Context: an optimization exercise on an open-source flow, tuned for small area, a short achievable clock period and few clock cycles per item. The choices shown serve that exercise and are no tape-out recipe. At most, simulation tests tie the RTL to the original design; equivalence was not proved. For runs 1 to 4, only the layout was checked, not whether the RTL still works. Power and IR drop assume default switching activity.

`config.mk`:
```
export PLATFORM = sky130hd
export DESIGN_NAME = sha1_core
export DESIGN_NICKNAME = sha1_core
export VERILOG_FILES = /design/flow/design.v
export SDC_FILE = /design/flow/constraint.sdc
export NUM_CORES = 4
export LEC_CHECK = 0
export CAP_MARGIN = 20
export CORE_MARGIN = 2
export CORE_UTILIZATION = 40
export SLEW_MARGIN = 20
```
`standard.sh`:
```
#!/bin/bash
# synth_recipe.tcl (not shown) runs the flow's synth.tcl, then flattens the netlist and writes it again
# the make line also repeats each setting of config.mk as NAME=value (left out here)
make -C /OpenROAD-flow-scripts/flow DESIGN_CONFIG=/design/flow/config.mk WORK_HOME=/design/flow/orfs CLKGATE_MAP_FILE= SYNTH_SCRIPT=/design/flow/synth_recipe.tcl "${@:-finish}"
```
`flow/run.sh`:
```
#!/bin/bash
# Standard ORFS layout with two changes: the port buffers use the smallest
# buffer cell, and timing repair aims for a tighter setup slack than the
# clock period alone asks for.
export BUFFER_PORTS_ARGS="-buffer_cell sky130_fd_sc_hd__buf_1"
export SETUP_SLACK_MARGIN=6.0
bash standard.sh > standard.log 2>&1
```
`constraint.sdc`:
```
create_clock -name core_clock -period 10.0 [get_ports {clk}]
set_input_delay 2.0000 -clock core_clock [delete_from_list [all_inputs] [get_ports {clk}]]
set_output_delay 2.0000 -clock core_clock [all_outputs]
set_load 0.01 [all_outputs]
```
`design.v`:
```
module sha1_core (
    input  wire         clk,
    input  wire         rst,       
    input  wire         start,     
    output wire         ready,
    input  wire [511:0] chunk,     
    input  wire [159:0] h_in,      
    output reg          done,      
    output wire [159:0] h_out      
);
    localparam [31:0] K0 = 32'h5A827999;
    localparam [31:0] K1 = 32'h6ED9EBA1;
    localparam [31:0] K2 = 32'h8F1BBCDC;
    localparam [31:0] K3 = 32'hCA62C1D6;
    reg         busy;
    reg         rdy;                
    reg [6:0]   cnt;                
    reg [31:0]  w [0:15];           
    reg [31:0]  a, b, c;            
    reg [31:0]  p;                  
    reg [31:0]  q;                  
    reg [31:0]  r [0:4];            
    reg         prep;               
    reg         is_ch, is_maj;      
    reg [31:0]  k;                  
    reg         fin_rot, fin_b, fin_w;
    wire load = start && !busy && !rst;
    assign ready = rdy;
    wire [31:0] fb = a;
    wire [31:0] fc = {b[1:0], b[31:2]};
    wire [31:0] fd = c;
    wire [31:0] f_ch  = (fb & fc) | (~fb & fd);
    wire [31:0] f_par = fb ^ fc ^ fd;
    wire [31:0] f_maj = (fb & fc) | (fb & fd) | (fc & fd);
    wire [31:0] f = is_ch ? f_ch : is_maj ? f_maj : f_par;
    wire [31:0] q_next = c + k + w[0];
    wire [31:0] p_next = f + q;
    wire [31:0] t_new  = {a[26:0], a[31:27]} + p;
    wire [31:0] w_mix  = w[13] ^ w[8] ^ w[2] ^ w[0];
    wire [31:0] w_next = {w_mix[30:0], w_mix[31]};
    wire [31:0] fin_op = ({32{fin_rot}} & {a[1:0], a[31:2]}) |
                         ({32{fin_b}}   & a) |
                         ({32{fin_w}}   & w[12]);
    wire [31:0] fin_sum = r[0] + fin_op;
    assign h_out = {a, r[4], r[3], r[2], r[1]};
    wire [6:0] cnt_n = busy ? cnt + 7'd1 : 7'd0;
    integer i;
    always @(posedge clk) begin
        if (rst) begin
            busy <= 1'b0;
            rdy  <= 1'b1;
            done <= 1'b0;
        end else begin
            done <= 1'b0;
            if (load) begin
                busy <= 1'b1;
                rdy  <= 1'b0;
            end else if (busy && cnt == 7'd81) begin
                busy <= 1'b0;
                rdy  <= 1'b1;
                done <= 1'b1;
            end
        end
        cnt     <= cnt_n;
        prep    <= (cnt_n <= 7'd1);
        is_ch   <= (cnt_n <= 7'd20);
        is_maj  <= (cnt_n >= 7'd41) && (cnt_n <= 7'd60);
        k       <= (cnt_n < 7'd20) ? K0 : (cnt_n < 7'd40) ? K1 :
                   (cnt_n < 7'd60) ? K2 : K3;
        fin_rot <= (cnt_n >= 7'd78) && (cnt_n <= 7'd80);
        fin_b   <= (cnt_n == 7'd81);
        fin_w   <= (cnt_n == 7'd67);
        q <= q_next;
        p <= p_next;
        if (!busy) begin
            a <= {h_in[93:64], h_in[95:94]};           
            b <= {h_in[61:32], h_in[63:62]};           
            c <= h_in[31:0];                           
            for (i = 0; i < 16; i = i + 1)
                w[i] <= chunk[511 - 32*i -: 32];
            r[0] <= h_in[95:64];                       
            r[1] <= h_in[127:96];                      
            r[2] <= h_in[159:128];                     
            r[3] <= h_in[31:0];                        
            r[4] <= h_in[63:32];                       
        end else begin
            a <= prep ? r[1] : t_new;                  
            b <= a;
            c <= {b[1:0], b[31:2]};
            for (i = 0; i < 15; i = i + 1)
                w[i] <= w[i+1];
            w[15] <= w_next;
            if (fin_w)
                w[11] <= fin_sum;                      
            for (i = 0; i < 4; i = i + 1)
                r[i] <= r[i+1];
            r[4] <= fin_sum;
        end
    end
endmodule
```
==> results of run 1 <==
registers in the layout (all words and copies together) (netlist names), 7 cells and up:
name,count
a,32
b,32
c,32
cnt,7
k,13
p,32
q,32
r,160
w,512
synth_stat cells, types with 17 or more instances:
cell        n  area, um2
dfxtp_1   861      17200
mux2_2    576       6490
nand2_1   286       1070
a21oi_1   264       1320
xnor2_1   170       1490
ha_1      165       2060
clkbuf_1  154        578
nor2_1    153        574
inv_1     123        462
a21o_1     90        676
o21ai_0    74        370
fa_1       63       1260
nor2b_1    55        344
a211oi_1   51        383
nand3_1    51        255
xor2_1     44        385
mux2i_1    36        360
a222oi_1   32        320
nand4_1    24        150
nor3_1     20        100
a31oi_1    19        119
buf_1      17       63.8
nand2b_1   17        106
report_power, final:
part	total, mW	internal, mW	switching, mW	leakage (nW)
clock	3.68	2.17	1.51	1.61
combinational	2.91	1.29	1.62	9.76
sequential	4.34	3.93	0.411	7.26
cell type report:
cell class / instances / share of cell area [%]
clock buffers: 137 / 6.10
clock inverters: 38 / 1.21
well taps: 1254 / 3.46
multi-input cells: 2370 / 42.7
flip-flops and latches: 861 / 38.1
inverters: 123 / 1.02
repair buffers: 853 / 7.32
diodes: 10 / 0.0552
worst paths after layout:
| path | from | endpoint | slack (ns) |
|---|---|---|---|
| worst max-delay path | a[26] | p[31] | 6.09 |
| worst min-delay path | w[3][30] | w[2][30] | 0.44 |
| worst max register to register | a[26] | p[31] | 6.09 |
| worst min register to register | w[3][30] | w[2][30] | 0.44 |
layer usage:
layer / routed length [um] / GRT usage (%) / vias to the layer above / part of all wire, %
li1: - / - / 13900 / -
met1: 59100 / 35.4 / 13800 / 45
met2: 61300 / 43.2 / 909 / 46
met3: 8180 / 5.19 / 172 / 6.2
met4: 3250 / 7.29 / 10 / 2.5
met5: 60 / 0 / - / 0.045
worst register-to-register path: stages (launching register included):
cell and delay, ns:
dfxtp_1 0.66, fa_1 0.50, nor2b_1 0.14, a211oi_1 0.18
a21oi_1 0.11, ha_1 0.42, a21oi_1 0.37, o21ai_1 0.15
a21o_1 0.21, a21o_1 0.17, a21o_1 0.20, a311o_1 0.36
a2111oi_2 0.34
logic make-up after synthesis:
| kind of cell | Yosys count |
|---|---|
| fa+ha+maj | 228 |
| mux | 612 |
| flops | 861 |
| xor+xnor | 214 |
| simple gates | 660 |
| buf+inv | 303 |
| compound gates | 656 |
cell usage in the layout (no fill, tap or decap), drive strengths merged, types with 16 or more instances in the layout:
master | synthesis | layout
buf | 25 | 852
clkbuf | 155 | 138
xnor2 | 170 | 170
xor2 | 44 | 44
a222oi | 32 | 32
o21ai | 85 | 85
nor2b | 55 | 55
nand2b | 17 | 17
inv | 123 | 126
mux2i | 36 | 36
fa | 63 | 63
nand2 | 286 | 286
a211oi | 51 | 51
a21o | 90 | 90
clkinv | 0 | 19
nand3 | 51 | 51
a31oi | 20 | 20
nor2 | 153 | 153
nor3 | 20 | 20
a221o | 16 | 16
ha | 165 | 165
dfxtp | 861 | 861
nand4 | 24 | 24
mux2 | 576 | 576
a21oi | 266 | 266
timing repair:
| item | in CTS | in global routing |
|---|---|---|
| hold buffers | 0 | 0 |
| gates cloned | 0 | 0 |
| setup endpoints to repair | 118 | 119 |
| resized for setup | 7 | 13 |
metrics by stage:
stage,utilization [%],power [mW],cell area (um2),worst slack (ns),std cells
6_report,48.5,10.9,45300,6.09,5646
5_1_grt,48.5,11.5,45300,5.89,5646
4_1_cts,48.5,11.0,45200,6.05,5636
3_5_place_dp,44.9,7.26,41900,5.87,5461
3_3_place_gp,44.9,7.25,41900,5.84,5461
2_1_floorplan,-,6.31,37700,6.42,3534
==> flow_summary.yaml, run 1 <==
critical_path:
  critPathTopFamily: "compound AO/OA/AOI/OAI gates"
  cp.arrival_ns: 4.47
  crit_fanout: 8
  crit_path_top_delay_cell: "dfxtp_1"
  worstPathRequired_ns: 10.56
  critPathLaunchType: "flip-flop"
  max_stage_delay_ns: 0.66
  end_kind: "flip-flop"
  cp_cell_sequence: "fa_1 -> nor2b_1 -> a211oi_1 -> a21oi_1 -> ha_1 -> a21oi_1 -> o21ai_1 -> a21o_1 -> a21o_1 -> a21o_1 -> a311o_1 -> a2111oi_2"
  cp.buffers_inverters: 0
  rr_worst_depth: 12
  cp.depth: 12
  crit_top_cell: "a21o_1"
  setup.worst_path.class: "reg2reg"
yosys:
  syn_nets: 4437
  synth.avg_cell_area_um2: 10.7
  muxShareOfSynthArea_pct: 18.2
  async_reset_ff_share_pct: 0
  synth_top_family_by_area: "multiplexers"
  seq_area_frac_synth_pct: 45.7
  synth_adder_area_share_pct: 8.82
  synth_compound_area_share_pct: 11.4
  synth-xor-area-share_pct: 4.97
  synth_edf_count: 0
  yosys_warnings: 3
  ys_types: 77
  yosys.area_share.simple_pct: 7.93
  synth-seq-cells: 861
  syn_area_mm2: 0.0377
  dominantRegCellSynth: "dfxtp_1"
  synthCells: 3534
floorplanning:
  ios: 837
  rows: 112
  start_util_pct: 40.4
  coreArea_mm2: 0.0933
  die_x_um: 311
  die_y_um: 311
  die_area_mm2: 0.0967
timing:
  worst_pin_slew_ns: 1.16
  max-slew-margin-rel_pct: 22.9
  rsz0062_at_grt: "yes"
  whs_ns: 0.441
  max_freq_mhz: 256
  fin_crit_sh_pct: 39.1
  hold_viol_final: 0
  setup_tns_ns: 0
  drv_slew: 0
  finalClockSkew_ns: 0.0272
  final.min_clock_period_ns: 3.91
  setup_violations: 0
finish:
  fillers: 8892
  syn_to_final_growth_pct: 20.1
  fin_nets: 5207
  drive_gt1_share_pct: 17.9
  multi_input_area_mm2: 0.0194
  seq_area_mm2: 0.0173
routing:
  drt_iter0_markers: 1949
  first_pass_iters: 6
  route.detailed.drc: 0
  vias: 28900
  ant_nets: 0
  routed_wl_um: 132000
  vias_per_cell: 5.11
  wire_per_inst_um: 23.4
placement:
  place.gp.congestion: 0.918
  port_buffers: 836
  place.detailed.hpwl_um: 105000
global_route:
  grt_start_max_net_pins: 199
  grt_pass1_wl_um: 190000
  antenna_found_initial: 24
  grt-ovfl-total: 0
  grt_pass1_vias: 28900
  track_usage_pct: 26.4
clock_tree:
  cts_root_buffer: "clkbuf_16"
  clkTransAtPathRegs_ns: 0.06
  htreeDepth: 3
  cts_tree: "yes"
  cts.sink_count: 861
  clock_latency_ns: 0.69
  numCtsBuffers: 95
  clk_path_buf_depth: 3
  postCtsSetupRepairBufs: 0
power_and_ir_drop:
  max-vdd-ir-drop_mv: 0.170
  p_per_area_mw_per_mm2: 242
  leakage_nw: 18.6
status:
  outcome: "no timing/DRC/antenna violations"
hold_path:
  worstHoldPathType: "reg2reg"
  holdPathStages: 1
job:
  cap_violations: 0
==> run 2, diff against run 1 <==
==> flow/run.sh (replaced) <==
#!/bin/bash
# Standard ORFS layout with two changes: the port buffers use the smallest
# buffer cell, and timing repair aims for a tighter setup slack than the
# clock period alone asks for.
export BUFFER_PORTS_ARGS="-buffer_cell sky130_fd_sc_hd__buf_1"
export SETUP_SLACK_MARGIN=6.5
bash standard.sh > standard.log 2>&1
==> run 2 against run 1 <==
- critical endpoint is now p[29]
- area after synthesis unchanged
- critical path type unchanged
- clock skew up 0.015 ns
- largest cell class unchanged
- cell count up 0.66%
- highest routed layer unchanged
- global-route usage up 0.14 points
- clock power about the same
- routed wire length up 0.86%
- sequential share of layout area down 0.47 points
- non-clock buffer count up 38
- count of clock-buffer cells in the layout down 3
- sequential power about the same
==> flow_summary.yaml, run 2 <==
status:
  outcome: "no timing/DRC/antenna violations"
yosys:
  synthCells: 3534
  synth_top_area_cell: "dfxtp_1"
  syn_area_mm2: 0.0377
  synth.avg_cell_area_um2: 10.7
  ys_types: 77
  synth_edf_count: 0
  synth_top_area_share_pct: 45.7
  dominantRegCellSynth: "dfxtp_1"
  syn_nets: 4437
  synth_area_leaders: "dfxtp_1 (46%), mux2_2 (17%), ha_1 (5.5%)"
  synth_most_common_cell: "dfxtp_1"
  async_reset_ff_share_pct: 0
  yosys_warnings: 3
  seq_area_frac_synth_pct: 45.7
  ys_top_cells_by_count: "dfxtp_1 (861), mux2_2 (576), nand2_1 (286), a21oi_1 (264), xnor2_1 (170)"
  synth-seq-cells: 861
routing:
  first_pass_iters: 8
  drt_iter0_markers: 2023
  wire_per_inst_um: 23.4
  ant_nets: 0
  vias_per_cell: 5.11
  routed_wl_um: 133000
  route.detailed.drc: 0
  vias: 29100
global_route:
  antenna_found_initial: 27
  grt_start_max_net_pins: 93
  grt_pass1_vias: 29000
  track_usage_pct: 26.6
  grt_pass1_wl_um: 190000
  grt-ovfl-total: 0
clock_tree:
  clk_path_buf_depth: 3
  numCtsBuffers: 94
  cts.sink_count: 861
  htreeDepth: 3
  cts_tree: "yes"
  clock_latency_ns: 0.69
  clkTransAtPathRegs_ns: 0.06
  cts_root_buffer: "clkbuf_16"
critical_path:
  crit_path_top_delay_cell: "dfxtp_2"
  cp.buffers_inverters: 1
  reg2reg_from: "a[15]"
  cp_cell_sequence: "fa_1 -> nor2b_1 -> a211oi_1 -> a21oi_1 -> ha_1 -> nand4_1 -> nor2_1 -> inv_1 -> a311oi_2 -> a211oi_1 -> o31ai_1 -> a21oi_1 -> xnor2_1"
  setup.worst_path.class: "reg2reg"
  crit_start: "a[15]"
  critPathTopFamily: "compound AO/OA/AOI/OAI gates"
  worstPathRequired_ns: 10.54
  max_stage_delay_ns: 0.50
  end_kind: "flip-flop"
  cp.arrival_ns: 4.04
  critPathLaunchType: "flip-flop"
  crit_fanout: 7
finish:
  final_common_cell: "buf_1"
  largest_registers: "w (512), r (160)"
  fillers: 8856
  layout_common_cells: "buf_1 (833), dfxtp_1 (808), mux2_2 (576)"
  syn_to_final_growth_pct: 22.3
  drive_gt1_share_pct: 20.5
  top_register: "w"
  largest_reg_flops: 512
  post-route-util_pct: 49.4
  instances_no_fill: 5683
  fin_nets: 5244
timing:
  finalClockSkew_ns: 0.0419
  setup_tns_ns: 0
  final.min_clock_period_ns: 3.50
  drv_slew: 0
  max-slew-margin-rel_pct: 26.3
  max_freq_mhz: 286
  whs_ns: 0.435
  setup_violations: 0
  hold_viol_final: 0
  worst_pin_slew_ns: 1.11
  rsz0062_at_grt: "yes"
  fin_crit_sh_pct: 35.0
placement:
  place.gp.congestion: 0.917
  place.detailed.hpwl_um: 105000
  placed_cells: 5467
  port_buffers: 836
job:
  cap_violations: 0
hold_path:
  worstHoldPathType: "reg2reg"
  hp-start: "w[3][12]"
floorplanning:
  die_x_um: 311
  ios: 837
  rows: 112
  start_util_pct: 40.4
  coreArea_mm2: 0.0933
  die_y_um: 311
  die_area_mm2: 0.0967
power_and_ir_drop:
  max-vdd-ir-drop_mv: 0.152
  leakage_nw: 18.9
  p_per_area_mw_per_mm2: 241
-- run 2: cell counts after synthesis --
Identical to the previous run, type by type.
-- run 2: kinds of logic (layout without fill, tap and decap cells) --
group | count (synthesis) | in the layout | synth area share, %
compound gates | 656 | 656 | 11.4
xor+xnor | 214 | 214 | 4.97
fa+ha+maj | 228 | 228 | 8.82
buf+inv | 303 | 1183 | 3.06
flops | 861 | 861 | 45.7
mux | 612 | 612 | 18.2
other cells | 0 | 15 | 0
simple gates | 660 | 660 | 7.93
-- run 2: stage by stage --
step                      power, mW  instance area [um2]  setup slack [ns]
after floorplan                6.31                37700              6.51
after global placement         7.25                41900              5.85
after detailed placement       7.28                41900              5.79
after CTS                      11.1                45700              6.42
after global routing           11.7                46100              6.27
final                          11.1                46100              6.50
-- run 2: what timing repair did --
item	4_1_cts	5_1_grt
pin swaps	14	20
endpoints found under the setup margin	215	84
hold buffers	0	0
setup buffers	19	12
gates resized for setup	93	56
gates cloned	1	0
-- run 2: layout make-up --
class,count,area (um2),area share [%]
multi-input cells,2370,19700,42.7
flip-flops and latches,861,17300,37.6
repair buffers,891,3650,7.92
clock buffers,134,2740,5.95
well taps,1254,1570,3.40
clock inverters,35,602,1.31
inverters,123,462,1.00
diodes,15,37.5,0.0814
-- run 2: worst reg2reg max path: cells and delay by family (launching register included) --
family,cells,cell delay [ns]
AOI/OAI and AO/OA,6,1.16
adders and majority gates,2,0.94
DFF,1,0.50
buffers and inverters,1,0.10
xor gates and xnor gates,1,0.14
and+or+nand+nor,3,0.56
-- run 2: path summary, 6_finish.rpt --
kind              cells past startpoint  slack [ns]  endpoint
setup / recovery                     13        6.50     p[29]
hold / removal                        1        0.43  w[2][12]
setup reg to reg                     13        6.50     p[29]
hold reg to reg                       1        0.43  w[2][12]
-- run 2: where the power goes --
group          internal, mW  leakage (nW)  total [mW]  switching, mW
Clock                  2.19          1.62        3.70           1.52
Sequential             3.94          7.26        4.34          0.397
Combinational          1.36          9.98        3.07           1.71
-- run 2: per-layer routing --
layer  vias to the layer above  share of wire (%)  global-route usage [%]
met2                       943                 46                    43.1
li1                      14000                  -                       -
met3                       170                6.6                    5.27
met4                        10                2.7                    8.75
met5                         -              0.048                       0
met1                     13900                 44                    35.3
==> run 3, diff against run 2 <==
--- a/config.mk
+++ b/config.mk
@@ -8,4 +8,5 @@
 export CAP_MARGIN = 20
 export CORE_MARGIN = 2
 export CORE_UTILIZATION = 40
+export CTS_BUF_LIST = sky130_fd_sc_hd__clkbuf_4 sky130_fd_sc_hd__clkbuf_8
 export SLEW_MARGIN = 20
==> run 3 against run 2 <==
- sequential power is essentially flat
- register-to-register slack lost 0.06 ns
- count of clock-buffer cells in the layout grew 105
- cell count grew 2.1%
- worst hold slack gained 0.0018 ns
- non-clock buffer count grew 22
- die area is the same
- design area grew 0.14%
- critical endpoint is now p[30]
==> flow_summary.yaml, run 3 <==
finish:
  final_common_cell: "buf_1"
  seq_area_mm2: 0.0174
  top_register: "w"
  fin_nets: 5322
  fillers: 8961
  largest_reg_flops: 512
  layout_common_cells: "buf_1 (803), dfxtp_1 (788), mux2_2 (576)"
  largest_registers: "w (512), r (160)"
  drive_gt1_share_pct: 24.0
  syn_to_final_growth_pct: 22.4
  multi_input_area_mm2: 0.0196
yosys:
  synth_top_area_cell: "dfxtp_1"
  yosys_warnings: 3
  synthCells: 3534
  dominantRegCellSynth: "dfxtp_1"
  ys_top_cells_by_count: "dfxtp_1 (861), mux2_2 (576), nand2_1 (286), a21oi_1 (264), xnor2_1 (170)"
  ys_types: 77
  synth_area_leaders: "dfxtp_1 (46%), mux2_2 (17%), ha_1 (5.5%)"
  async_reset_ff_share_pct: 0
  synth.avg_cell_area_um2: 10.7
  syn_area_mm2: 0.0377
  synth-seq-cells: 861
  syn_nets: 4437
  synth_top_area_share_pct: 45.7
  synth_edf_count: 0
  synth_most_common_cell: "dfxtp_1"
  seq_area_frac_synth_pct: 45.7
routing:
  first_pass_iters: 6
  vias_per_cell: 5.11
  ant_nets: 0
  route.detailed.drc: 0
  wire_per_inst_um: 23.3
  vias: 29700
  drt_iter0_markers: 2202
  routed_wl_um: 135000
placement:
  port_buffers: 836
  place.detailed.hpwl_um: 105000
  place.gp.congestion: 0.917
critical_path:
  crit_path_top_delay_cell: "fa_1"
  worstPathRequired_ns: 10.70
  max_stage_delay_ns: 0.48
  crit_start: "a[0]"
  critPathLaunchType: "flip-flop"
  cp_cell_sequence: "fa_1 -> nor2b_1 -> a211oi_1 -> a21oi_1 -> ha_2 -> inv_2 -> fa_2 -> nor2b_1 -> o31a_1 -> o21ai_2 -> o21ai_4 -> a221oi_4 -> buf_6 -> o41ai_4 -> a31oi_1 -> xnor2_1"
  setup.worst_path.class: "reg2reg"
  reg2reg_from: "a[0]"
  end_kind: "flip-flop"
  crit_fanout: 4
  rr_worst_depth: 16
  cp.arrival_ns: 4.26
  crit_top_cell: "nor2b_1"
global_route:
  grt_pass1_vias: 29700
  grt-ovfl-total: 0
  antenna_found_initial: 29
  grt_start_max_net_pins: 93
  grt_pass1_wl_um: 193000
  track_usage_pct: 27.0
timing:
  hold_viol_final: 0
  max_freq_mhz: 281
  fin_crit_sh_pct: 35.5
  setup_tns_ns: 0
  rsz0062_at_grt: "yes"
  finalClockSkew_ns: 0.0435
  final.min_clock_period_ns: 3.55
  setup_violations: 0
  worst_pin_slew_ns: 1.07
  drv_slew: 0
  max-slew-margin-rel_pct: 28.4
clock_tree:
  cts_root_buffer: "clkbuf_8"
  hold_buffers: 0
  htreeDepth: 4
  clkTransAtPathRegs_ns: 0.06
  cts_tree: "yes"
  numCtsBuffers: 150
  clk_path_buf_depth: 3
  clock_latency_ns: 0.84
  cts.sink_count: 861
floorplanning:
  die_x_um: 311
  start_util_pct: 40.4
  die_area_mm2: 0.0967
  coreArea_mm2: 0.0933
  rows: 112
  die_y_um: 311
  ios: 837
hold_path:
  worstHoldPathType: "reg2reg"
  hp-start: "w[3][26]"
  holdPathStages: 1
power_and_ir_drop:
  power_frac_clock_pct: 31.2
  p_per_area_mw_per_mm2: 235
  switching_share_pct: 33.3
  leakage_nw: 19.1
  p_switching_mw: 3.62
  p_comb_share_pct: 29.0
  p_total_mw: 10.9
  max-vdd-ir-drop_mv: 0.163
  seqPwrFrac_pct: 39.8
  p_int_mw: 7.24
status:
  outcome: "no timing/DRC/antenna violations"
job:
  cap_violations: 0
==> run 3: cell counts after synthesis <==
Identical to the previous run, type by type.
==> run 3: routing by layer <==
metal	track usage [%]	share of wire [%]
met1	35.3	44
met2	44.5	47
met5	0	0.047
met4	8.12	2.5
met3	5.95	6.6
==> run 3: logic make-up (layout without fill, tap and decap cells) <==
family	after synthesis	in the layout	share of synthesized area (%)
xor gates and xnor gates	214	214	4.97
other	0	17	0
adders and majority gates	228	228	8.82
muxes	612	612	18.2
buffers and inverters	303	1299	3.06
AOI/OAI and AO/OA	656	656	11.4
DFF	861	861	45.7
and+or+nand+nor	660	660	7.93
==> run 3: critical path: cells and delay by family (launching register included) <==
family | cells | cell delay, ns
flops | 1 | 0.39
xor+xnor | 1 | 0.15
buf+inv | 2 | 0.18
compound gates | 8 | 1.38
fa+ha+maj | 3 | 1.02
simple gates | 2 | 0.28
==> run 3: what timing repair did <==
action                     CTS  global route
cloned                       1             0
gates resized for setup    171            53
setup endpoints to repair  237            91
pin swaps                   13            30
buffers inserted            32            21
==> run 3: cell type report <==
class / instances / area share, %
inverter: 123 / 1.00
tap: 1254 / 3.40
timing repair buffer: 913 / 8.44
antenna: 17 / 0.0922
multi-input combinational: 2370 / 42.5
sequential: 861 / 37.7
clock buffer: 239 / 6.29
clock inverter: 24 / 0.526
==> run 3: per-stage QoR <==
stage	instance area, um2	instances	worst slack, ns	utilization (%)	hold WS (ns)
2_1_floorplan	37700	3534	6.51	-	0.432
3_3_place_gp	41900	5467	5.85	44.9	0.436
3_5_place_dp	41900	5467	5.79	44.9	0.438
4_1_cts	45700	5763	6.40	49.0	0.427
5_1_grt	46200	5797	6.28	49.5	0.439
6_report	46200	5801	6.45	49.5	0.437
==> run 3: worst paths after layout <==
kind	end	slack, ns
setup / recovery	p[30]	6.45
hold / removal	w[2][26]	0.44
setup reg to reg	p[30]	6.45
hold reg to reg	w[2][26]	0.44
==> run 3: power groups by stage <==
| stage | clock (mW) | sequential (mW) | combinational (mW) |
|---|---|---|---|
| 2_1_floorplan | 0 | 4.22 | 2.09 |
| 6_report | 3.39 | 4.33 | 3.15 |
| 3_3_place_gp | 0 | 4.40 | 2.85 |
| 5_1_grt | 3.61 | 4.36 | 3.45 |
| 3_5_place_dp | 0 | 4.40 | 2.87 |
| 4_1_cts | 3.46 | 4.32 | 3.02 |
==> run 4, diff against run 3 <==
==> flow/run.sh (replaced) <==
#!/bin/bash
# Standard ORFS layout with two changes: the port buffers use the smallest
# buffer cell, and timing repair aims for a tighter setup slack than the
# clock period alone asks for.
export BUFFER_PORTS_ARGS="-buffer_cell sky130_fd_sc_hd__buf_1"
export SETUP_SLACK_MARGIN=7.0
bash standard.sh > standard.log 2>&1
--- a/config.mk
+++ b/config.mk
@@ -8,5 +8,4 @@
 export CAP_MARGIN = 20
 export CORE_MARGIN = 2
 export CORE_UTILIZATION = 40
-export CTS_BUF_LIST = sky130_fd_sc_hd__clkbuf_4 sky130_fd_sc_hd__clkbuf_8
 export SLEW_MARGIN = 20
==> run 4 against run 3 <==
- area after synthesis unchanged
- combinational power increased by 15%
- sequential share of layout area down 2.6 points
- clock skew shrank 0.019 ns
- largest power group unchanged
- flip-flop and latch count is the same
- largest cell class unchanged
- clock power is about 10% higher
- routed wire length is 3.9% higher
- fmax increased by 1.9%
==> flow_summary.yaml, run 4 <==
floorplanning:
  die_y_um: 311
  start_util_pct: 40.4
  coreArea_mm2: 0.0933
  die_x_um: 311
  ios: 837
  die_area_mm2: 0.0967
  rows: 112
global_route:
  grt-ovfl-total: 0
  track_usage_pct: 27.9
  antenna_found_initial: 27
  grt_pass1_wl_um: 200000
  grt_pass1_vias: 30400
  grt_start_max_net_pins: 208
critical_path:
  setup.worst_path.class: "reg2reg"
  cp.arrival_ns: 4.04
  crit_start: "a[0]"
  ff2ff_setup_slack_ns: 6.51
  rr_worst_depth: 16
  crit_fanout: 4
  r2r-end: "p[30]"
  critPathLaunchType: "flip-flop"
  crit_end: "p[30]"
  worstPathRequired_ns: 10.56
  end_kind: "flip-flop"
  reg2reg_from: "a[0]"
routing:
  first_pass_iters: 6
  vias_per_cell: 5.14
  wire_per_inst_um: 24.0
  drt_iter0_markers: 2293
  met2_wirelength_um: 66000
  wl_met3_um: 8760
  vias: 30100
  drt-met1-wl_um: 61800
  routed_wl_um: 140000
  ant_nets: 0
  routed.top_layer: "met5"
  route.detailed.drc: 0
yosys:
  syn_nets: 4437
  async_reset_ff_share_pct: 0
  synth-seq-cells: 861
  synth_top_area_share_pct: 45.7
  ys_types: 77
  yosys_warnings: 3
  synth_edf_count: 0
  syn_area_mm2: 0.0377
  synth_top_area_cell: "dfxtp_1"
  synth_most_common_cell: "dfxtp_1"
  synth_area_leaders: "dfxtp_1 (46%), mux2_2 (17%), ha_1 (5.5%)"
  synth.avg_cell_area_um2: 10.7
  seq_area_frac_synth_pct: 45.7
  dominantRegCellSynth: "dfxtp_1"
  ys_top_cells_by_count: "dfxtp_1 (861), mux2_2 (576), nand2_1 (286), a21oi_1 (264), xnor2_1 (170)"
  synthCells: 3534
power_and_ir_drop:
  p_switching_mw: 3.82
  p_per_area_mw_per_mm2: 232
  switching_share_pct: 32.7
  seqPwrFrac_pct: 37.0
  p_int_mw: 7.88
  p_comb_share_pct: 31.0
  leakage_nw: 20.8
  power_frac_clock_pct: 32.0
  max-vdd-ir-drop_mv: 0.154
finish:
  layout_common_cells: "buf_1 (674), dfxtp_1 (660), mux2_2 (568)"
  syn_to_final_growth_pct: 33.5
  final_common_cell: "buf_1"
  fillers: 8542
  largest_reg_flops: 512
  top_register: "w"
  fin_nets: 5412
  largest_registers: "w (512), r (160)"
  drive_gt1_share_pct: 33.2
  final_cell_area_mm2: 0.0503
job:
  cap_violations: 0
clock_tree:
  cts_root_buffer: "clkbuf_16"
  clock_latency_ns: 0.68
  cts_tree: "yes"
  numCtsBuffers: 96
  clk_path_buf_depth: 3
  cts.sink_count: 861
  clkTransAtPathRegs_ns: 0.06
  htreeDepth: 3
hold_path:
  worstHoldPathType: "reg2reg"
status:
  outcome: "no timing/DRC/antenna violations"
placement:
  place.detailed.hpwl_um: 106000
  port_buffers: 836
  place.gp.congestion: 0.939
  dpl-instance-area_mm2: 0.0421
timing:
  max_freq_mhz: 287
  drv_slew: 0
  rsz0062_at_grt: "yes"
  fin_crit_sh_pct: 34.9
  final.min_clock_period_ns: 3.49
  worst_pin_slew_ns: 1.13
  setup_tns_ns: 0
  hold_viol_final: 0
  max-slew-margin-rel_pct: 24.5
  setup_violations: 0
  finalClockSkew_ns: 0.0245
[run 4: cell count changes in the layout (fill, tap and decap cells not counted), moves of 93 or more]
cell / previous run / this run
dfxtp_1: 788 / 660
buf_4: 65 / 173
clkbuf_8: 177 / 22
buf_6: 9 / 191
buf_1: 803 / 674
clkbuf_16: 0 / 99
dfxtp_2: 40 / 133
[run 4: stage by stage]
step / std cells / total power, mW / worst slack, ns / hold slack (ns) / utilization [%]
3_3_place_gp: 5462 / 7.31 / 6.07 / 0.434 / 45.1
5_1_grt: 5852 / 12.2 / 6.36 / 0.456 / 53.9
2_1_floorplan: 3534 / 6.35 / 6.88 / 0.433 / -
6_report: 5860 / 11.7 / 6.51 / 0.450 / 53.9
3_5_place_dp: 5462 / 7.32 / 6.18 / 0.438 / 45.1
4_1_cts: 5788 / 11.5 / 6.58 / 0.445 / 52.7
[run 4: logic make-up (layout without fill, tap and decap cells)]
family | Yosys count | in the layout | synth area share (%)
compound gates | 656 | 656 | 11.4
xor+xnor | 214 | 214 | 4.97
fa+ha+maj | 228 | 228 | 8.82
buf+inv | 303 | 1353 | 3.06
flops | 861 | 861 | 45.7
mux | 612 | 612 | 18.2
other cells | 0 | 22 | 0
simple gates | 660 | 660 | 7.93
[run 4: layout make-up]
type | instances | area (um2) | area share [%]
Multi-Input combinational cell | 2370 | 20800 | 41.4
Sequential cell | 861 | 17700 | 35.1
Timing Repair Buffer | 1057 | 6400 | 12.7
Clock buffer | 138 | 2800 | 5.57
Tap cell | 1254 | 1570 | 3.12
Clock inverter | 35 | 561 | 1.11
Inverter | 123 | 462 | 0.917
Antenna cell | 22 | 55.1 | 0.109
[run 4: power groups by stage]
| stage | Sequential (mW) | Combinational [mW] | Clock, mW |
|---|---|---|---|
| 2_1_floorplan | 4.22 | 2.13 | 0 |
| 3_3_place_gp | 4.40 | 2.91 | 0 |
| 3_5_place_dp | 4.41 | 2.91 | 0 |
| 4_1_cts | 4.31 | 3.42 | 3.79 |
| 5_1_grt | 4.36 | 3.93 | 3.94 |
| 6_report | 4.33 | 3.62 | 3.74 |
[run 4: routing by layer]
metal	global-route usage, %	up-vias
li1	-	14400
met1	36.9	14600
met2	46.1	1017
met3	5.37	191
met4	7.84	10
met5	0	-
[run 4: worst min-delay path by stage]
| stage | from | to | slack (ns) | cells after the start |
|---|---|---|---|---|
| after floorplan | w[1][0] | w[0][0] | 0.43 | 1 |
| after global placement | w[6][27] | w[5][27] | 0.43 | 1 |
| after detailed placement | r[4][5] | r[3][5] | 0.44 | 2 |
| after CTS | w[15][0] | w[14][0] | 0.44 | 1 |
| after global routing | w[6][0] | w[5][0] | 0.46 | 1 |
| final | w[6][0] | w[5][0] | 0.45 | 1 |
[run 4: what timing repair did]
action / in CTS / in global routing
resized for setup: 755 / 148
endpoints found under the setup margin: 538 / 351
gates cloned: 3 / 2
pin swaps: 90 / 93
hold buffers: 0 / 0
buffers inserted: 150 / 48
[run 4: worst max-delay path: stages, from the launching register on]
cell      delay, ns
dfxtp_4        0.39
fa_1           0.51
nor2b_4        0.15
a211oi_2       0.04
a21oi_1        0.14
ha_2           0.21
inv_2          0.04
fa_2           0.38
nor2b_4        0.13
o31a_1         0.17
o21ai_2        0.09
o21ai_4        0.21
a221oi_4       0.09
buf_6          0.15
o41ai_4        0.35
a31oi_1        0.17
xnor2_1        0.15
==> run 5, diff against run 4 <==
--- a/design.v
+++ b/design.v
@@ -14,6 +14,7 @@
     localparam [31:0] K3 = 32'hCA62C1D6;
     reg         busy;
     reg         rdy;                
+    reg         sh, ld;             
     reg [6:0]   cnt;                
     reg [31:0]  w [0:15];           
     reg [31:0]  a, b, c;            
@@ -43,6 +44,25 @@
                          ({32{fin_w}}   & w[12]);
     wire [31:0] fin_sum = r[0] + fin_op;
     assign h_out = {a, r[4], r[3], r[2], r[1]};
+    reg [31:0] w_sh [0:15];
+    reg [31:0] r_sh [0:4];
+    reg [31:0] h_ring [0:4];
+    integer j;
+    always @(*) begin
+        for (j = 0; j < 15; j = j + 1)
+            w_sh[j] = w[j+1];
+        w_sh[15] = w_next;
+        if (fin_w)
+            w_sh[11] = fin_sum;                          
+        for (j = 0; j < 4; j = j + 1)
+            r_sh[j] = r[j+1];
+        r_sh[4] = fin_sum;
+        h_ring[0] = h_in[95:64];                         
+        h_ring[1] = h_in[127:96];                        
+        h_ring[2] = h_in[159:128];                       
+        h_ring[3] = h_in[31:0];                          
+        h_ring[4] = h_in[63:32];                         
+    end
     wire [6:0] cnt_n = busy ? cnt + 7'd1 : 7'd0;
     integer i;
     always @(posedge clk) begin
@@ -61,6 +81,8 @@
                 done <= 1'b1;
             end
         end
+        sh <= !rst && (load || (busy && !fin_b));
+        ld <= rst || (!load && (!busy || fin_b));
         cnt     <= cnt_n;
         prep    <= (cnt_n <= 7'd1);
         is_ch   <= (cnt_n <= 7'd20);
@@ -72,29 +94,15 @@
         fin_w   <= (cnt_n == 7'd67);
         q <= q_next;
         p <= p_next;
-        if (!busy) begin
-            a <= {h_in[93:64], h_in[95:94]};           
-            b <= {h_in[61:32], h_in[63:62]};           
-            c <= h_in[31:0];                           
-            for (i = 0; i < 16; i = i + 1)
-                w[i] <= chunk[511 - 32*i -: 32];
-            r[0] <= h_in[95:64];                       
-            r[1] <= h_in[127:96];                      
-            r[2] <= h_in[159:128];                     
-            r[3] <= h_in[31:0];                        
-            r[4] <= h_in[63:32];                       
-        end else begin
-            a <= prep ? r[1] : t_new;                  
-            b <= a;
-            c <= {b[1:0], b[31:2]};
-            for (i = 0; i < 15; i = i + 1)
-                w[i] <= w[i+1];
-            w[15] <= w_next;
-            if (fin_w)
-                w[11] <= fin_sum;                      
-            for (i = 0; i < 4; i = i + 1)
-                r[i] <= r[i+1];
-            r[4] <= fin_sum;
-        end
+        a <= ({32{ld}} & {h_in[93:64], h_in[95:94]}) |      
+             ({32{sh}} & (prep ? r[1] : t_new));         
+        b <= ({32{ld}} & {h_in[61:32], h_in[63:62]}) |      
+             ({32{sh}} & a);
+        c <= ({32{ld}} & h_in[31:0]) |                      
+             ({32{sh}} & {b[1:0], b[31:2]});
+        for (i = 0; i < 16; i = i + 1)
+            w[i] <= ({32{ld}} & chunk[511 - 32*i -: 32]) | ({32{sh}} & w_sh[i]);
+        for (i = 0; i < 5; i = i + 1)
+            r[i] <= ({32{ld}} & h_ring[i]) | ({32{sh}} & r_sh[i]);
     end
 endmodule
==> flow/run.sh (replaced) <==
#!/bin/bash
# Standard ORFS layout with two changes: the port buffers use the smallest
# buffer cell, and timing repair aims for a tighter setup slack than the
# clock period alone asks for.
export BUFFER_PORTS_ARGS="-buffer_cell sky130_fd_sc_hd__buf_1"
export SETUP_SLACK_MARGIN=6.5
bash standard.sh > standard.log 2>&1
==> run 5 against run 4 <==
- worst hold slack worse by 0.022 ns
- combinational power is 19% lower
- die area down 4.4%
- largest power group unchanged
- flip-flop and latch count increased by 2
- routed wire length grew 0.29%
- worst setup slack worse by 0.12 ns
- count of clock-buffer cells in the layout decreased by 9
- synthesized cell count down 2.5%
- first-iteration DRC count grew 14%
- critical path depth stayed put
- clock skew fell by 0.0071 ns
==> flow_summary.yaml, run 5 <==
status:
  outcome: "no timing/DRC/antenna violations"
routing:
  ant_nets: 0
  route.detailed.drc: 0
  vias: 30400
  wire_per_inst_um: 25.6
  vias_per_cell: 5.53
  routed_wl_um: 141000
  drt_iter0_markers: 2605
  first_pass_iters: 6
finish:
  largest_registers: "w (512), r (160)"
  largest_reg_flops: 512
  drive_gt1_share_pct: 8.92
  layout_common_cells: "buf_1 (835), dfxtp_1 (801), a22o_1 (621)"
  fin_nets: 5136
  final_common_cell: "buf_1"
  syn_to_final_growth_pct: 23.4
  post-route-util_pct: 49.6
  top_register: "w"
power_and_ir_drop:
  leakage_nw: 18.7
  max-vdd-ir-drop_mv: 0.163
  p_per_area_mw_per_mm2: 249
  p_total_mw: 11.1
timing:
  hold_viol_final: 0
  setup_violations: 0
  setup_tns_ns: 0
  rsz0062_at_grt: "yes"
  max-slew-margin-rel_pct: 26.0
  drv_slew: 0
  max_freq_mhz: 277
  fin_crit_sh_pct: 36.1
  finalClockSkew_ns: 0.0174
  worst_pin_slew_ns: 1.11
  final.min_clock_period_ns: 3.61
yosys:
  synth_area_leaders: "dfxtp_1 (48%), a22o_1 (15%), ha_1 (5.8%)"
  synth_top_area_cell: "dfxtp_1"
  syn_nets: 4353
  synth_most_common_cell: "dfxtp_1"
  yosys_warnings: 6
  synth.avg_cell_area_um2: 10.4
  synth_edf_count: 0
  synth_top_area_share_pct: 48.0
  ys_types: 75
  ys_top_cells_by_count: "dfxtp_1 (863), a22o_1 (621), nand2_1 (229), clkbuf_1 (196), xnor2_1 (175)"
  async_reset_ff_share_pct: 0
  seq_area_frac_synth_pct: 48.0
  synth-seq-cells: 863
  syn_area_mm2: 0.0360
  synthCells: 3447
  dominantRegCellSynth: "dfxtp_1"
critical_path:
  critPathLaunchType: "flip-flop"
  end_kind: "flip-flop"
  critPathTopFamily: "compound AO/OA/AOI/OAI gates"
  crit_path_top_delay_cell: "fa_1"
  cp_cell_sequence: "fa_1 -> nor2b_4 -> a211oi_2 -> a21oi_1 -> ha_2 -> inv_2 -> fa_2 -> nor2b_4 -> o31a_1 -> o2111a_1 -> o31a_1 -> a21oi_4 -> o22ai_4 -> a311oi_2 -> nand3b_1 -> nand3_1"
  cp.buffers_inverters: 1
  max_stage_delay_ns: 0.48
  worstPathRequired_ns: 10.56
  cp.arrival_ns: 4.17
  crit_fanout: 3
  setup.worst_path.class: "reg2reg"
global_route:
  grt_pass1_wl_um: 199000
  track_usage_pct: 29.3
  grt_pass1_vias: 29100
  grt_start_max_net_pins: 165
  grt-ovfl-total: 0
  antenna_found_initial: 43
clock_tree:
  numCtsBuffers: 94
  cts.sink_count: 863
  clock_latency_ns: 0.68
  cts_root_buffer: "clkbuf_16"
  clk_path_buf_depth: 3
  htreeDepth: 3
  clkTransAtPathRegs_ns: 0.06
  cts_tree: "yes"
floorplanning:
  coreArea_mm2: 0.0896
  die_area_mm2: 0.0925
  die_y_um: 304
  rows: 110
  die_x_um: 304
  start_util_pct: 40.2
  ios: 837
hold_path:
  worstHoldPathType: "reg2reg"
placement:
  place.detailed.hpwl_um: 109000
  port_buffers: 836
  place.gp.congestion: 0.952
job:
  cap_violations: 0
## run 5: cell types whose count changed after synthesis, moves of 57 or more
cell,before,now
o21ai_0,74,173
nor2_1,153,84
mux2_2,576,1
a22o_1,0,621
a21oi_1,264,171
nand2_1,286,229
## run 5: final cells by class
cell class              instances  area (um2)
clock inverters                43         656
multi-input cells            2236       17900
fillers                      8445       45100
diodes                         15        37.5
flip-flops and latches        863       17400
well taps                    1176        1470
clock buffers                 129        2690
inverters                     132         498
repair buffers                903        3760
## run 5: per-layer routing
metal  global-route usage [%]  wire length (um)  vias up
met4                     8.11              3910       30
met5                        0               201        -
met3                     7.25             12100      233
met1                     39.2             60700    14600
li1                         -                 -    14300
met2                     46.9             63900     1248
## run 5: worst paths after layout
| check | slack, ns | from | endpoint | cells past startpoint |
|---|---|---|---|---|
| setup / recovery | 6.39 | b[2] | p[28] | 16 |
| setup reg to reg | 6.39 | b[2] | p[28] | 16 |
| hold reg to reg | 0.43 | w[3][22] | w[2][22] | 1 |
| hold / removal | 0.43 | w[3][22] | w[2][22] | 1 |
## run 5: logic make-up after synthesis
logic type | count (synthesis) | synth area share [%]
AO/OA/AOI/OAI | 1266 | 26.8
flip-flops | 863 | 48.0
AND/OR/NAND/NOR | 503 | 6.46
buffers and inverters | 348 | 3.63
adder cells (fa/ha/maj) | 232 | 9.36
XOR/XNOR | 211 | 5.13
multiplexers | 24 | 0.670
## run 5: report_power, final
part	total (mW)	leakage (nW)	internal, mW	switching, mW
sequential	4.38	7.28	3.95	0.433
clock	3.76	1.65	2.26	1.50
combinational	2.92	9.74	1.32	1.60
total	11.1	18.7	7.52	3.53
## run 5: timing repair
action | in CTS | in global routing
gates resized for setup | 121 | 79
pin swaps | 29 | 48
buffers inserted | 20 | 20
cloned | 1 | 1
hold buffers | 0 | 0
setup endpoints to repair | 94 | 57
## run 5: through the flow
stage | cell area, um2 | setup slack [ns] | instances | hold slack (ns)
floorplan | 36000 | 6.50 | 3447 | 0.416
global placement | 40000 | 5.85 | 5268 | 0.417
detailed placement | 40000 | 5.87 | 5268 | 0.421
CTS | 43900 | 6.40 | 5461 | 0.423
global route | 44500 | 6.22 | 5495 | 0.441
finish | 44500 | 6.39 | 5497 | 0.428
Testbench counts of run 5, summed over its fixed seeds: cycles 63,752, items 768.
==> run 6, diff against run 5 <==
--- a/config.mk
+++ b/config.mk
@@ -8,4 +8,6 @@
 export CAP_MARGIN = 20
 export CORE_MARGIN = 2
 export CORE_UTILIZATION = 40
+export CTS_CLUSTER_DIAMETER = 100
+export CTS_CLUSTER_SIZE = 20
 export SLEW_MARGIN = 20
==> run 6 against run 5 <==
- cell count shrank 1.7%
- sequential power about the same
- combinational power up 2%
- count of clock-buffer cells in the layout down 74
- flip-flop and latch count is the same
- die area stayed put
- clock skew increased by 0.014 ns
- first-iteration DRC count grew 0.31%
- power shrank 13%
- critical endpoint unchanged
- largest cell class unchanged
==> flow_summary.yaml, run 6 <==
finish:
  syn_to_final_growth_pct: 18.8
  seq_area_mm2: 0.0175
  multi_input_area_mm2: 0.0180
  drive_gt1_share_pct: 7.65
  largest_registers: "w (512), r (160)"
  layout_common_cells: "buf_1 (835), dfxtp_1 (791), a22o_1 (621)"
  final_cell_area_mm2: 0.0428
  largest_reg_flops: 512
  top_register: "w"
  fillers: 8602
  final_common_cell: "buf_1"
  instances_no_fill: 5404
  fin_nets: 5103
  post-route-util_pct: 47.8
hold_path:
  worstHoldPathType: "reg2reg"
  holdPathStages: 1
  hold_end: "w[8][30]"
  hp-start: "w[9][30]"
power_and_ir_drop:
  p_total_mw: 9.58
  seqPwrFrac_pct: 45.7
  max-vdd-ir-drop_mv: 0.139
  leakage_nw: 17.8
  switching_share_pct: 34.1
  power_frac_clock_pct: 23.2
  p_per_area_mw_per_mm2: 224
  p_switching_mw: 3.27
  p_int_mw: 6.31
  p_comb_share_pct: 31.1
timing:
  fin_crit_sh_pct: 36.8
  max_freq_mhz: 272
  setup_tns_ns: 0
  final.min_clock_period_ns: 3.68
  rsz0062_at_grt: "yes"
  setup_violations: 0
  hold_viol_final: 0
  finalClockSkew_ns: 0.0316
  worst_pin_slew_ns: 1.09
  drv_slew: 0
  max-slew-margin-rel_pct: 27.3
floorplanning:
  coreArea_mm2: 0.0896
  ios: 837
  die_y_um: 304
  die_x_um: 304
  start_util_pct: 40.2
  rows: 110
  die_area_mm2: 0.0925
placement:
  place.gp.congestion: 0.952
  placed_cells: 5268
  port_buffers: 836
  place.detailed.hpwl_um: 109000
  dpl-instance-area_mm2: 0.0400
critical_path:
  r2r-end: "p[28]"
  rr_worst_depth: 16
  ff2ff_setup_slack_ns: 6.32
  end_kind: "flip-flop"
  reg2reg_from: "b[2]"
  crit_fanout: 3
  cp.arrival_ns: 4.20
  worstPathRequired_ns: 10.52
  setup.worst_path.class: "reg2reg"
  critPathLaunchType: "flip-flop"
global_route:
  grt-ovfl-total: 0
  grt_start_max_net_pins: 165
  grt_pass1_wl_um: 197000
  grt_pass1_vias: 28600
  track_usage_pct: 28.9
  antenna_found_initial: 42
yosys:
  synth_compound_area_share_pct: 26.8
  synth_top_family_by_area: "compound AO/OA/AOI/OAI gates"
  ys_top_cells_by_count: "dfxtp_1 (863), a22o_1 (621), nand2_1 (229), clkbuf_1 (196), xnor2_1 (175)"
  synth_top_area_cell: "dfxtp_1"
  async_reset_ff_share_pct: 0
  yosys_warnings: 6
  syn_nets: 4353
  dominantRegCellSynth: "dfxtp_1"
  muxShareOfSynthArea_pct: 0.670
  synth-xor-area-share_pct: 5.13
  synth-seq-cells: 863
  synth.avg_cell_area_um2: 10.4
  synth_most_common_cell: "dfxtp_1"
  syn_area_mm2: 0.0360
  ys_types: 75
  seq_area_frac_synth_pct: 48.0
  synth_adder_area_share_pct: 9.36
  synthCells: 3447
  synth_edf_count: 0
  synth_area_leaders: "dfxtp_1 (48%), a22o_1 (15%), ha_1 (5.8%)"
  yosys.area_share.simple_pct: 6.46
  synth_top_area_share_pct: 48.0
clock_tree:
  cts.sink_count: 863
  clkTransAtPathRegs_ns: 0.09
  hold_buffers: 0
  clock_latency_ns: 0.65
  clk_path_buf_depth: 3
  cts_root_buffer: "clkbuf_16"
  numCtsBuffers: 51
  htreeDepth: 2
  cts_tree: "yes"
routing:
  vias: 29900
  first_pass_iters: 7
  ant_nets: 0
  drt_iter0_markers: 2613
  wire_per_inst_um: 25.9
  vias_per_cell: 5.53
  route.detailed.drc: 0
  routed_wl_um: 140000
job:
  cap_violations: 0
status:
  outcome: "no timing/DRC/antenna violations"
[run 6: worst max-delay path by stage]
stage / slack, ns / to / start / cells past startpoint
5_1_grt: 6.17 / p[28] / b[2] / 16
6_report: 6.32 / p[28] / b[2] / 16
3_3_place_gp: 5.85 / r[4][24] / fin_w / 14
3_5_place_dp: 5.87 / r[4][24] / fin_w / 14
4_1_cts: 6.33 / p[28] / b[2] / 16
2_1_floorplan: 6.50 / p[28] / a[0] / 16
[run 6: cell type report]
class / count / area share (%)
Sequential cell: 863 / 40.8
Tap cell: 1176 / 3.44
Inverter: 132 / 1.16
Antenna cell: 19 / 0.111
Clock buffer: 55 / 3.04
Timing Repair Buffer: 913 / 8.97
Multi-Input combinational cell: 2236 / 42.1
Clock inverter: 10 / 0.415
[run 6: logic make-up after synthesis]
family                   count (synthesis)
multiplexers                            24
AND/OR/NAND/NOR                        503
AO/OA/AOI/OAI                         1266
XOR/XNOR                               211
buffers and inverters                  348
flip-flops                             863
adder cells (fa/ha/maj)                232
[run 6: per-layer routing]
metal	vias to the layer above	track usage (%)	share of wire, %
met3	191	6.10	7.8
met5	-	0	0.14
met4	28	7.62	2.5
met2	1091	46.6	46
li1	14100	-	-
met1	14500	39.2	44
[run 6: worst max-delay path, cell delays in order, from the launching register on]
cell      delay [ns]
dfxtp_2         0.35
fa_1            0.48
nor2b_4         0.14
a211oi_2        0.15
a21oi_1         0.07
ha_2            0.22
inv_2           0.06
fa_2            0.21
nor2b_2         0.05
o31a_1          0.27
o2111a_1        0.29
o31a_1          0.35
a21oi_4         0.24
o22ai_4         0.11
a311oi_2        0.35
nand3b_1        0.16
nand3_1         0.07
[run 6: per-stage QoR]
| stage | hold WS (ns) | worst slack, ns |
|---|---|---|
| global route | 0.442 | 6.17 |
| global placement | 0.417 | 5.85 |
| finish | 0.427 | 6.32 |
| detailed placement | 0.421 | 5.87 |
| floorplan | 0.416 | 6.50 |
| CTS | 0.423 | 6.33 |
[run 6: power by group through the flow]
stage | Clock, mW | Combinational [mW] | Sequential (mW)
6_report | 2.23 | 2.98 | 4.38
3_3_place_gp | 0 | 2.67 | 4.44
5_1_grt | 2.39 | 3.26 | 4.41
2_1_floorplan | 0 | 1.97 | 4.24
3_5_place_dp | 0 | 2.68 | 4.44
4_1_cts | 2.28 | 2.82 | 4.36
[run 6: what timing repair did]
item	CTS	global route
cloned	1	1
endpoints found under the setup margin	82	70
setup buffers	21	29
pin swaps	35	75
hold endpoints to repair	0	0
resized for setup	127	117
==> run 7, diff against run 6 <==
--- a/design.v
+++ b/design.v
@@ -30,10 +30,9 @@
     wire [31:0] fb = a;
     wire [31:0] fc = {b[1:0], b[31:2]};
     wire [31:0] fd = c;
-    wire [31:0] f_ch  = (fb & fc) | (~fb & fd);
-    wire [31:0] f_par = fb ^ fc ^ fd;
-    wire [31:0] f_maj = (fb & fc) | (fb & fd) | (fc & fd);
-    wire [31:0] f = is_ch ? f_ch : is_maj ? f_maj : f_par;
+    wire [31:0] f1 = is_ch ? fc : is_maj ? (fc | fd) : ~(fc ^ fd);
+    wire [31:0] f0 = is_ch ? fd : is_maj ? (fc & fd) :  (fc ^ fd);
+    wire [31:0] f  = (fb & f1) | (~fb & f0);
     wire [31:0] q_next = c + k + w[0];
     wire [31:0] p_next = f + q;
     wire [31:0] t_new  = {a[26:0], a[31:27]} + p;
==> run 7 against run 6 <==
- via count up 1.9%
- flip-flop and latch count unchanged
- fmax up 4.2%
- area after synthesis up 1.5%
- register-to-register slack better by 0.15 ns
- first-iteration DRC count up 0.34%
- clock skew up 0.012 ns
- design area about the same
- routed wire length up 0.90%
- count of clock-buffer cells in the layout down 2
- sequential share of layout area down 0.19 points
- critical endpoint is now r[4][23]
==> flow_summary.yaml, run 7 <==
floorplanning:
  rows: 110
  coreArea_mm2: 0.0903
  start_util_pct: 40.5
  die_area_mm2: 0.0938
  die_y_um: 306
  ios: 837
  die_x_um: 306
finish:
  final_common_cell: "buf_1"
  syn_to_final_growth_pct: 17.2
  instances_no_fill: 5480
  fillers: 8720
  final_cell_area_mm2: 0.0428
  largest_reg_flops: 512
  layout_common_cells: "buf_1 (836), dfxtp_1 (803), a22o_1 (599)"
  top_register: "w"
  largest_registers: "w (512), r (160)"
  drive_gt1_share_pct: 6.44
  fin_nets: 5181
power_and_ir_drop:
  max-vdd-ir-drop_mv: 0.134
  power_frac_clock_pct: 23.1
  p_int_mw: 6.23
  p_comb_share_pct: 30.8
  p_switching_mw: 3.30
  switching_share_pct: 34.6
  leakage_nw: 18.1
  p_per_area_mw_per_mm2: 222
  p_total_mw: 9.53
  seqPwrFrac_pct: 46.2
timing:
  final.min_clock_period_ns: 3.53
  worst_pin_slew_ns: 1.34
  finalClockSkew_ns: 0.0441
  whs_ns: 0.423
  max-slew-margin-rel_pct: 10.6
  hold_viol_final: 0
  fin_crit_sh_pct: 35.3
  setup_tns_ns: 0
  max_freq_mhz: 283
  drv_slew: 0
  setup_violations: 0
  rsz0062_at_grt: "yes"
global_route:
  track_usage_pct: 28.8
  grt_pass1_vias: 29400
  grt_start_max_net_pins: 233
  grt_pass1_wl_um: 199000
  antenna_found_initial: 40
  grt-ovfl-total: 0
placement:
  place.gp.congestion: 0.945
  place.detailed.hpwl_um: 110000
  placed_cells: 5364
  dpl-instance-area_mm2: 0.0404
  port_buffers: 836
job:
  cap_violations: 0
critical_path:
  worstPathRequired_ns: 10.50
  ff2ff_setup_slack_ns: 6.47
  cp.arrival_ns: 4.03
  setup.worst_path.class: "reg2reg"
  crit_fanout: 6
  critPathLaunchType: "flip-flop"
  end_kind: "flip-flop"
yosys:
  synth_top_area_cell: "dfxtp_1"
  synthCells: 3589
  synth-xor-area-share_pct: 6.02
  yosys.area_share.simple_pct: 6.37
  ys_top_cells_by_count: "dfxtp_1 (863), a22o_1 (599), nand2_1 (279), clkbuf_1 (221), xnor2_1 (201)"
  synth_adder_area_share_pct: 8.55
  synth_top_area_share_pct: 47.3
  syn_area_mm2: 0.0365
  synth_edf_count: 0
  dominantRegCellSynth: "dfxtp_1"
  yosys_warnings: 6
  synth_most_common_cell: "dfxtp_1"
  syn_nets: 4495
  synth-seq-cells: 863
  ys_types: 78
  synth_compound_area_share_pct: 25.4
  seq_area_frac_synth_pct: 47.3
  muxShareOfSynthArea_pct: 2.07
  async_reset_ff_share_pct: 0
  synth_top_family_by_area: "compound AO/OA/AOI/OAI gates"
  synth.avg_cell_area_um2: 10.2
  synth_area_leaders: "dfxtp_1 (47%), a22o_1 (14%), ha_1 (6.8%)"
clock_tree:
  htreeDepth: 2
  clkTransAtPathRegs_ns: 0.09
  clock_latency_ns: 0.67
  clk_path_buf_depth: 3
  cts_tree: "yes"
  hold_buffers: 0
  cts.sink_count: 863
  cts_root_buffer: "clkbuf_16"
  numCtsBuffers: 51
routing:
  wl_met3_um: 11200
  met2_wirelength_um: 64700
  ant_nets: 0
  routed.top_layer: "met5"
  vias_per_cell: 5.56
  drt-met1-wl_um: 61200
  drt_iter0_markers: 2622
  vias: 30500
  routed_wl_um: 141000
  route.detailed.drc: 0
  first_pass_iters: 9
  wire_per_inst_um: 25.8
status:
  outcome: "no timing/DRC/antenna violations"
hold_path:
  worstHoldPathType: "reg2reg"
-- run 7: kinds of logic after synthesis --
kind of cell,count (synthesis)
buffers and inverters,420
adders and majority gates,231
xor gates and xnor gates,251
muxes,74
DFF,863
AOI/OAI and AO/OA,1218
and+or+nand+nor,532
-- run 7: final timing paths --
check,startpoint,end,depth (start not counted)
min,w[4][7],w[3][7],1
max,fin_rot,r[4][23],16
min reg2reg,w[4][7],w[3][7],1
max reg2reg,fin_rot,r[4][23],16
-- run 7: critical path, stage by stage (launching register included) --
cell and delay, ns:
dfxtp_4 0.37, buf_12 0.13, buf_2 0.16, a222oi_1 0.36, inv_1 0.12, ha_4 0.19
a21o_1 0.18, a221oi_4 0.29, buf_6 0.16, nor4_4 0.04, o21ai_2 0.23, nand2_2 0.10
a221o_2 0.45, buf_6 0.16, a31oi_4 0.16, xor2_1 0.16, o21ai_1 0.07
-- run 7: layout make-up --
class | count | area (um2) | share of cell area, %
Antenna cell | 21 | 52.6 | 0.123
Multi-Input combinational cell | 2306 | 18200 | 42.5
Clock inverter | 8 | 146 | 0.342
Timing Repair Buffer | 888 | 3660 | 8.54
Inverter | 165 | 622 | 1.45
Sequential cell | 863 | 17400 | 40.6
Tap cell | 1176 | 1470 | 3.44
Clock buffer | 53 | 1310 | 3.05
-- run 7: timing repair --
action / in CTS / in global routing
buffers inserted: 13 / 20
setup endpoints to repair: 74 / 45
gates cloned: 1 / 0
pin swaps: 25 / 42
gates resized for setup: 97 / 82
-- run 7: routing by layer --
metal  vias up  global-route usage [%]
met5         -                       0
met3       209                    6.08
met1     14700                    38.5
met2      1179                    46.7
li1      14400                       -
met4        32                    8.28
-- run 7: power groups by stage --
| stage | Clock (mW) | Combinational [mW] | Sequential (mW) |
|---|---|---|---|
| 3_5_place_dp | 0 | 2.74 | 4.46 |
| 2_1_floorplan | 0 | 2.05 | 4.22 |
| 5_1_grt | 2.36 | 3.21 | 4.43 |
| 6_report | 2.20 | 2.93 | 4.40 |
| 4_1_cts | 2.25 | 2.82 | 4.39 |
| 3_3_place_gp | 0 | 2.73 | 4.46 |
-- run 7: through the flow --
stage / util [%] / setup slack (ns)
3_3_place_gp: 44.8 / 6.01
5_1_grt: 47.4 / 6.33
3_5_place_dp: 44.8 / 6.03
2_1_floorplan: - / 6.52
4_1_cts: 46.9 / 6.46
6_report: 47.4 / 6.47
Testbench counts of run 7, summed over its fixed seeds: cycles 63,752, items 768.
==> run 8, diff against run 7 <==
==> flow/run.sh (replaced) <==
#!/bin/bash
# Standard ORFS layout with two changes: the port buffers use the smallest
# buffer cell, and timing repair aims for a tighter setup slack than the
# clock period alone asks for.
export BUFFER_PORTS_ARGS="-buffer_cell sky130_fd_sc_hd__buf_1"
export SETUP_SLACK_MARGIN=6.7
bash standard.sh > standard.log 2>&1
--- a/config.mk
+++ b/config.mk
@@ -9,5 +9,5 @@
 export CORE_MARGIN = 2
 export CORE_UTILIZATION = 40
 export CTS_CLUSTER_DIAMETER = 100
-export CTS_CLUSTER_SIZE = 20
+export CTS_CLUSTER_SIZE = 25
 export SLEW_MARGIN = 20
==> run 8 against run 7 <==
- utilization up 1.3 points
- power grew 2.0%
- worst hold slack better by 0.014 ns
- non-clock buffer count increased by 71
- sequential power down 1%
- area after synthesis stayed put
- routed wire length grew 2.4%
- synthesized cell count unchanged
- sequential share of layout area decreased by 0.77 points
- worst setup slack better by 0.14 ns
- count of clock-buffer cells in the layout down 5
- critical path type unchanged
- critical endpoint is now r[4][31]
==> flow_summary.yaml, run 8 <==
yosys:
  synth_most_common_cell: "dfxtp_1"
  synthCells: 3589
  synth_top_area_cell: "dfxtp_1"
  synth_top_family_by_area: "compound AO/OA/AOI/OAI gates"
  syn_nets: 4495
  yosys.area_share.simple_pct: 6.37
  synth_edf_count: 0
  seq_area_frac_synth_pct: 47.3
  ys_types: 78
  synth_compound_area_share_pct: 25.4
  muxShareOfSynthArea_pct: 2.07
  synth_area_leaders: "dfxtp_1 (47%), a22o_1 (14%), ha_1 (6.8%)"
  dominantRegCellSynth: "dfxtp_1"
  syn_area_mm2: 0.0365
  synth_adder_area_share_pct: 8.55
  synth-xor-area-share_pct: 6.02
  ys_top_cells_by_count: "dfxtp_1 (863), a22o_1 (599), nand2_1 (279), clkbuf_1 (221), xnor2_1 (201)"
  synth.avg_cell_area_um2: 10.2
  async_reset_ff_share_pct: 0
  synth_top_area_share_pct: 47.3
  synth-seq-cells: 863
  yosys_warnings: 6
floorplanning:
  coreArea_mm2: 0.0903
  start_util_pct: 40.5
  die_x_um: 306
  die_y_um: 306
  ios: 837
  rows: 110
  die_area_mm2: 0.0938
power_and_ir_drop:
  p_switching_mw: 3.41
  switching_share_pct: 35.1
  p_per_area_mw_per_mm2: 221
  leakage_nw: 18.6
  seqPwrFrac_pct: 44.6
  max-vdd-ir-drop_mv: 0.151
  power_frac_clock_pct: 22.1
  p_int_mw: 6.31
  p_comb_share_pct: 33.3
clock_tree:
  cts.sink_count: 863
  numCtsBuffers: 45
  htreeDepth: 2
  clock_latency_ns: 0.64
  clk_path_buf_depth: 3
  clkTransAtPathRegs_ns: 0.10
  cts_root_buffer: "clkbuf_16"
  cts_tree: "yes"
  hold_buffers: 0
timing:
  rsz0062_at_grt: "yes"
  max_freq_mhz: 295
  finalClockSkew_ns: 0.0271
  setup_violations: 0
  final.min_clock_period_ns: 3.38
  max-slew-margin-rel_pct: 21.3
  worst_pin_slew_ns: 1.18
  hold_viol_final: 0
  drv_slew: 0
  fin_crit_sh_pct: 33.8
  setup_tns_ns: 0
finish:
  top_register: "w"
  final_cell_area_mm2: 0.0440
  layout_common_cells: "buf_1 (824), dfxtp_1 (761), a22o_1 (599)"
  largest_registers: "w (512), r (160)"
  final_common_cell: "buf_1"
  largest_reg_flops: 512
  fillers: 8565
  fin_nets: 5246
  drive_gt1_share_pct: 10.5
  syn_to_final_growth_pct: 20.4
placement:
  place.gp.congestion: 0.948
  port_buffers: 836
  dpl-instance-area_mm2: 0.0404
  place.detailed.hpwl_um: 111000
global_route:
  grt_pass1_wl_um: 202000
  grt_start_max_net_pins: 227
  grt_pass1_vias: 29300
  grt-ovfl-total: 0
  antenna_found_initial: 46
  track_usage_pct: 29.4
routing:
  drt_iter0_markers: 2707
  vias: 30900
  route.detailed.drc: 0
  routed_wl_um: 145000
  vias_per_cell: 5.57
  ant_nets: 0
  first_pass_iters: 7
  wire_per_inst_um: 26.1
status:
  outcome: "no timing/DRC/antenna violations"
critical_path:
  max_stage_delay_ns: 0.48
  reg2reg_from: "fin_rot"
  crit_path_top_delay_cell: "a221o_2"
  rr_worst_depth: 13
  r2r-end: "r[4][31]"
  end_kind: "flip-flop"
  ff2ff_setup_slack_ns: 6.62
  critPathLaunchType: "flip-flop"
  crit_end: "r[4][31]"
  crit_start: "fin_rot"
  worstPathRequired_ns: 10.52
  crit_fanout: 12
  cp_cell_sequence: "buf_12 -> a222oi_1 -> inv_1 -> ha_1 -> a21o_1 -> a221oi_4 -> nor4_4 -> o21ai_2 -> nand2_2 -> a221o_2 -> a211oi_4 -> xor2_1 -> o21ai_1"
  cp.arrival_ns: 3.90
  setup.worst_path.class: "reg2reg"
hold_path:
  worstHoldPathType: "reg2reg"
  holdPathStages: 1
job:
  cap_violations: 0
==> run 8: cell counts after synthesis <==
No cell type changed its count.
==> run 8: worst max-delay path: cells and delay by family, from the launching register on <==
family	cells	cell delay [ns]
AOI/OAI and AO/OA	7	2.04
xor gates and xnor gates	1	0.17
and+or+nand+nor	2	0.17
buffers and inverters	2	0.24
DFF	1	0.36
adders and majority gates	1	0.28
==> run 8: worst min path at each step <==
stage                    from   endpoint  slack (ns)
floorplan             w[1][0]    w[0][0]        0.42
global placement     w[9][26]   w[8][26]        0.42
detailed placement   w[5][31]   w[4][31]        0.42
CTS                 w[14][28]  w[13][28]        0.44
global route         w[6][24]   w[5][24]        0.45
finish               w[4][24]   w[3][24]        0.44
==> run 8: layout make-up <==
class / count / area [um2] / area share, %
Multi-Input combinational cell: 2306 / 18600 / 42.3
Antenna cell: 21 / 52.6 / 0.119
Sequential cell: 863 / 17500 / 39.8
Inverter: 165 / 627 / 1.42
Tap cell: 1176 / 1470 / 3.34
Clock inverter: 17 / 235 / 0.535
Timing Repair Buffer: 959 / 4330 / 9.84
Clock buffer: 48 / 1160 / 2.63
==> run 8: cell families (layout without fill, tap and decap cells) <==
logic type | Yosys count | after routing
adders and majority gates | 231 | 231
and+or+nand+nor | 532 | 532
muxes | 74 | 74
AOI/OAI and AO/OA | 1218 | 1218
xor gates and xnor gates | 251 | 251
buffers and inverters | 420 | 1189
DFF | 863 | 863
other | 0 | 21
==> run 8: power groups by stage <==
stage / Clock [mW] / Combinational (mW) / Sequential [mW]
after floorplan: 0 / 2.05 / 4.22
after global placement: 0 / 2.74 / 4.45
after detailed placement: 0 / 2.76 / 4.45
after CTS: 2.20 / 3.01 / 4.33
after global routing: 2.31 / 3.52 / 4.37
final: 2.15 / 3.23 / 4.34
==> run 8: what timing repair did <==
item	CTS	global route
resized for setup	198	148
endpoints found under the setup margin	122	62
setup buffers	65	36
pin swaps	34	90
gates cloned	3	0
==> run 8: metal layers <==
metal,global-route usage [%],vias to the layer above,routed length [um]
met4,8.66,36,4350
met2,46.9,1241,65500
met5,0,-,231
li1,-,14500,-
met3,6.49,229,12100
met1,39.6,15000,62600
==> run 8: through the flow <==
stage               hold WS (ns)  total power, mW  worst slack [ns]  instances  util, %
floorplan                  0.416             6.27              6.72       3589        -
detailed placement         0.421             7.21              5.89       5365     44.7
global route               0.446             10.2              6.50       5548     48.7
CTS                        0.438             9.54              6.56       5498     47.7
global placement           0.417             7.19              5.86       5365     44.7
finish                     0.437             9.72              6.62       5555     48.7

afterwards: timing with drivers on the ports:
How much do the figures lean on ideal ports? The routed layouts below were timed once more, with nothing changed but the port constraints.
Step 1 sets driving cells, clkbuf_16 on the clock port and buf_2 on the other inputs (assumed; they add their load-dependent delay and slew).
Step 2 times the ports against the registers' clock, not the clock port: input delays grow and output delays shrink by t, the midpoint of the rising clock arrivals with the driver on.
a / b / c = no drivers / after step 1 / after step 2; a / b = the first two.
run | t (ns) | setup WS [ns]
run 1 | 0.746 | 6.089 / 6.089 / 6.089
run 2 | 0.744 | 6.502 / 6.502 / 6.502
run 3 | 0.891 | 6.447 / 6.441 / 6.447
run 4 | 0.742 | 6.514 / 6.514 / 6.514
run 5 | 0.739 | 6.389 / 6.389 / 6.389
run 6 | 0.706 | 6.322 / 6.322 / 6.322
run 7 | 0.728 | 6.471 / 6.471 / 6.471
run 8 | 0.703 | 6.616 / 6.616 / 6.616
After both steps setup and hold are still met in every run listed.
